Background: an optimization exercise with open tools, aiming at small area and few clock cycles. Do not read the settings as production practice.
The RTL was checked by simulation tests, not by an equivalence proof against the original design.
Power is estimated from default activity; no workload was simulated.

Design tic_rx, start of the top module:
module tic_rx (
    input  wire        clk,
    input  wire        rst,
    input  wire        in_valid,
    input  wire [7:0]  in_data,
    output wire        in_ready,
    input  wire        chg_clr,
    output reg         ev_valid,
    output reg  [2:0]  ev_kind,
    output wire [4:0]  ev_field,
    output reg         ev_changed,
    output wire [31:0] ev_value,
    output wire [31:0] rec_easf01,
    output wire [31:0] rec_easf02,
    output wire [31:0] rec_irms1,
    output wire [31:0] rec_urms1,
    output wire [31:0] rec_pref,
    output wire [31:0] rec_sinsts,
    output wire [31:0] rec_ntarf,
    output wire [1:0]  rec_ltarf,
    output wire        peak,
    output wire [17:0] chg,
    output wire [31:0] unk_cnt
);
Size: roughly 2,500 cells after synthesis, roughly 410 flip-flops, about 330 I/O pins, ~23,000 um^2 of cells after synthesis.
==> flow/config.mk <==
export PLATFORM = sky130hd
export DESIGN_NAME = tic_rx
export DESIGN_NICKNAME = tic_rx
export VERILOG_FILES = /design/flow/design.v
export SDC_FILE = /design/flow/constraint.sdc
export NUM_CORES = 4
export LEC_CHECK = 0
export ABC_AREA = 1
export CAP_MARGIN = 20
export CORE_MARGIN = 2
export CORE_UTILIZATION = 40
export CTS_CLUSTER_DIAMETER = 120
export CTS_CLUSTER_SIZE = 26
export SLEW_MARGIN = 20
==> flow/constraint.sdc <==
create_clock -name core_clock -period 20.0 [get_ports {clk}]
set_input_delay 4.0000 -clock core_clock [delete_from_list [all_inputs] [get_ports {clk}]]
set_output_delay 4.0000 -clock core_clock [all_outputs]
set_load 0.01 [all_outputs]
standard.sh (not shown) runs the stock make flow with config.mk's settings and CLKGATE_MAP_FILE= SYNTH_SCRIPT=/design/flow/synth_recipe.tcl, a recipe that flattens the netlist after the stock synthesis.
==> flow/flow/run.sh <==
#!/bin/bash
# Standard layout, with the port buffers made from the smallest buffer cell.
set -euo pipefail
export BUFFER_PORTS_ARGS="-buffer_cell sky130_fd_sc_hd__buf_1"
bash standard.sh > standard.log 2>&1
The baseline finished clean.
Testbench counts at the start, summed over its fixed seeds: cycles 20,863.
==> next run, changes <==
Settings changed: CORE_UTILIZATION 40 to 55, CTS_CLUSTER_DIAMETER 120 to 60, CTS_CLUSTER_SIZE 26 to 28.
The new run finished with timing, DRC and antenna clean.
Power rises by 16%.
Critical path depth shrinks by 1.
Die area falls by 27%.
Worst hold slack loses 0.0095 ns.
Worst setup slack loses 0.31 ns.
Design area grows by 1.3%.
Count of clock-buffer cells in the layout climbs by 12.
Clock power climbs by 51%.
Via count rises by 0.51%.
Synthesized area does not change.
Sequential power barely changes.

========
Starting RTL as in the previous note.
Settings: LEC_CHECK=0, ABC_AREA=1, CAP_MARGIN=20, CORE_MARGIN=2, CORE_UTILIZATION=40, SLEW_MARGIN=20; clock period 20.0 ns.
==> flow/flow/run.sh <==
#!/bin/bash
# Standard layout, with the port buffers made from the smallest buffer cell and a
# clock tree of larger sink clusters without dummy loads.
set -euo pipefail
export BUFFER_PORTS_ARGS="-buffer_cell sky130_fd_sc_hd__buf_1"
export CTS_ARGS="-sink_clustering_enable -repair_clock_nets -sink_clustering_size 26 -sink_clustering_max_diameter 120 -dont_use_dummy_load"
bash standard.sh > standard.log 2>&1
Testbench counts at the start, summed over its fixed seeds: cycles 20,863.
Then changed:
==> flow/flow/run.sh (replaced) <==
#!/bin/bash
# Standard layout, with the port buffers made from the smallest buffer cell.
set -euo pipefail
export BUFFER_PORTS_ARGS="-buffer_cell sky130_fd_sc_hd__buf_1"
bash standard.sh > standard.log 2>&1
Settings changed: CTS_CLUSTER_DIAMETER set to 100, CTS_CLUSTER_SIZE set to 22.
Effect:
- cell area goes up by 1.1%
- cell count goes up by 0.57%
- area after synthesis is unchanged
- synthesized cell count is unchanged
- worst setup slack gets worse by 0.0050 ns
- die area is unchanged
- sequential share of layout area goes down by 0.51 points

========
## build 36
Another version of the RTL of tic_rx (not shown whole).
For scale: about 2000 cells after synthesis, ~410 flip-flops, about 330 I/O pins, roughly 20000 um2 of cells after synthesis.
==> flow/config.mk <==
export PLATFORM = sky130hd
export DESIGN_NAME = tic_rx
export DESIGN_NICKNAME = tic_rx
export VERILOG_FILES = /design/flow/design.v
export SDC_FILE = /design/flow/constraint.sdc
export NUM_CORES = 4
export LEC_CHECK = 0
export ABC_AREA = 1
export CAP_MARGIN = 20
export CORE_MARGIN = 2
export CORE_UTILIZATION = 40
export SLEW_MARGIN = 20
==> flow/constraint.sdc <==
create_clock -name core_clock -period 20.0 [get_ports {clk}]
set_input_delay 4.0000 -clock core_clock [delete_from_list [all_inputs] [get_ports {clk}]]
set_output_delay 4.0000 -clock core_clock [all_outputs]
set_load 0.01 [all_outputs]
==> flow/flow/run.sh <==
#!/bin/bash
# The standard layout (standard.sh), changed in three ways:
#  - synthesis maps the logic with a stronger ABC area script (flow/area.abc);
#    everything else in synthesis, the registers included, is the standard flow's own;
#  - the port buffers are the smallest buffer cell;
#  - the clock tree uses larger sink clusters and no dummy loads.
set -euo pipefail
here=$PWD
export FLOW_SYNTH_TCL=$here/synth_recipe.tcl
export TIC_ABC_SCRIPT=$here/flow/area.abc
export BUFFER_PORTS_ARGS="-buffer_cell sky130_fd_sc_hd__buf_1"
export CTS_ARGS="-sink_clustering_enable -repair_clock_nets -sink_clustering_size 24 -sink_clustering_max_diameter 140 -dont_use_dummy_load"
sed "s#SYNTH_SCRIPT=[^ ]*#SYNTH_SCRIPT=$here/flow/abc_synth.tcl#" standard.sh > flow_standard.sh
grep -q "SYNTH_SCRIPT=$here/flow/abc_synth.tcl" flow_standard.sh
bash flow_standard.sh > standard.log 2>&1
==> flow/flow/abc_synth.tcl <==
# The standard flow's synthesis script, with ABC's technology mapping run on the area script
# named by TIC_ABC_SCRIPT instead of ORFS's abc_area.script (combinational logic only).
proc abc {args} {
  set i [lsearch $args -script]
  if {$i >= 0} { lset args [expr {$i + 1}] $::env(TIC_ABC_SCRIPT) }
  yosys abc {*}$args
}
source $::env(FLOW_SYNTH_TCL)
==> flow/flow/area.abc <==
strash
&get -n
&fraig -x
&put
scorr
dc2
strash
dch -f
map -a
mfs2
strash
dch -f
map -a
mfs2
strash
dch -f
map -a
mfs2
strash
dch -f
map -a
mfs2
strash
dch -f
map -a
topo
stime -c
dnsize -c
Build 36 finished every step from synthesis to the final layout, and the layout passed the timing, design-rule and antenna checks.
Testbench counts of build 36, summed over its fixed seeds: cycles 20,888.
Relative to build 36, the following input files were edited for build 42:
- an added GPL_TIMING_DRIVEN of 0
diff --git a/flow/flow/run.sh b/flow/flow/run.sh
--- a/flow/flow/run.sh
+++ b/flow/flow/run.sh
@@ -10,5 +10,5 @@
 export TIC_ABC_SCRIPT=$here/flow/area.abc
 export BUFFER_PORTS_ARGS="-buffer_cell sky130_fd_sc_hd__buf_1"
-export CTS_ARGS="-sink_clustering_enable -repair_clock_nets -sink_clustering_size 24 -sink_clustering_max_diameter 140 -dont_use_dummy_load"
+export CTS_ARGS="-sink_clustering_enable -repair_clock_nets -sink_clustering_size 26 -sink_clustering_max_diameter 120 -dont_use_dummy_load"
 sed "s#SYNTH_SCRIPT=[^ ]*#SYNTH_SCRIPT=$here/flow/abc_synth.tcl#" standard.sh > flow_standard.sh
 grep -q "SYNTH_SCRIPT=$here/flow/abc_synth.tcl" flow_standard.sh
## What came out
More vias were needed by build 36 than by build 42.
Per the comparison of build 42 with build 36, non-clock buffer count higher; hold slack higher; CTS clock-pin slew for the worst setup and hold paths roughly the same.
Input-level comparison between build 51 and build 42:
- GPL_TIMING_DRIVEN no longer set, was 0
Findings:
Routed wire in build 51 totals more than in build 42. Build 51 vs. build 42: pin count of the biggest net entering global routing shows an increase of 19; proportion of cell area occupied by registers shows an increase of 1.3 points. Taking build 42 as the reference point, the count of clock-buffer cells in the layout of build 51 falls by 1. Re area of combinational cells with multiple inputs: build 42 and build 51 aren't equal, and the higher value belongs to build 42. Final area shrinks by a few percent when moving from build 42 to build 51. Build 42 → build 51: number of max-cap violations essentially unchanged; maximum number of buffers from clock root to sink was more or less identical.
Inputs modified between build 51 and build 16:
- PLACE_DENSITY newly set to 0.75
[summary]
- The clock network contribution to total cell area of build 51 and that of build 16 are within noise of each other.
- Build 16 has final-layout clock buffer total above what build 51 had.
- Per the comparison of build 16 with build 51, layout sequential cell count held; worst hold slack went down 4.1 ps; number of cells in the design after placement held; final non-filler cell area held.
- Comparing the two runs side by side, build 16 comes out behind build 51 on total power after layout.

## static timing again, ports no longer ideal
How much do the figures lean on ideal ports? The routed layouts below were timed once more, with nothing changed but the port constraints. Step 1 (the two cells are an assumption about what drives the block):
set clk [get_ports {clk}]
set_driving_cell -lib_cell sky130_fd_sc_hd__clkbuf_16 $clk
set_driving_cell -lib_cell sky130_fd_sc_hd__buf_2 [delete_from_list [all_inputs] $clk]
Step 2, shift: input delay + t, output delay - t, t = (earliest + latest rising clock arrival at the registers) / 2. This alone moves slack from input paths to output paths. Three values: ideal, step 1, step 2; two values: the first two.
run	shift t [ns]	setup WS [ns]	worst register clock-pin slew, ns
the first run of note 1	0.635	3.833 / 3.833 / 3.833	0.11 / 0.11
the second run of note 1	0.636	3.525 / 3.525 / 3.525	0.10 / 0.10
the first run of note 2	0.619	3.855 / 3.855 / 3.855	0.11 / 0.11
the second run of note 2	0.639	3.850 / 3.850 / 3.850	0.10 / 0.10
build 36	0.613	2.389 / 2.389 / 2.389	0.11 / 0.11
build 42	0.600	2.098 / 2.098 / 2.098	0.12 / 0.12
build 51	0.614	2.399 / 2.399 / 2.399	0.11 / 0.11
build 16	0.601	2.796 / 2.796 / 2.796	0.12 / 0.12
After both steps every run listed still meets setup and hold.
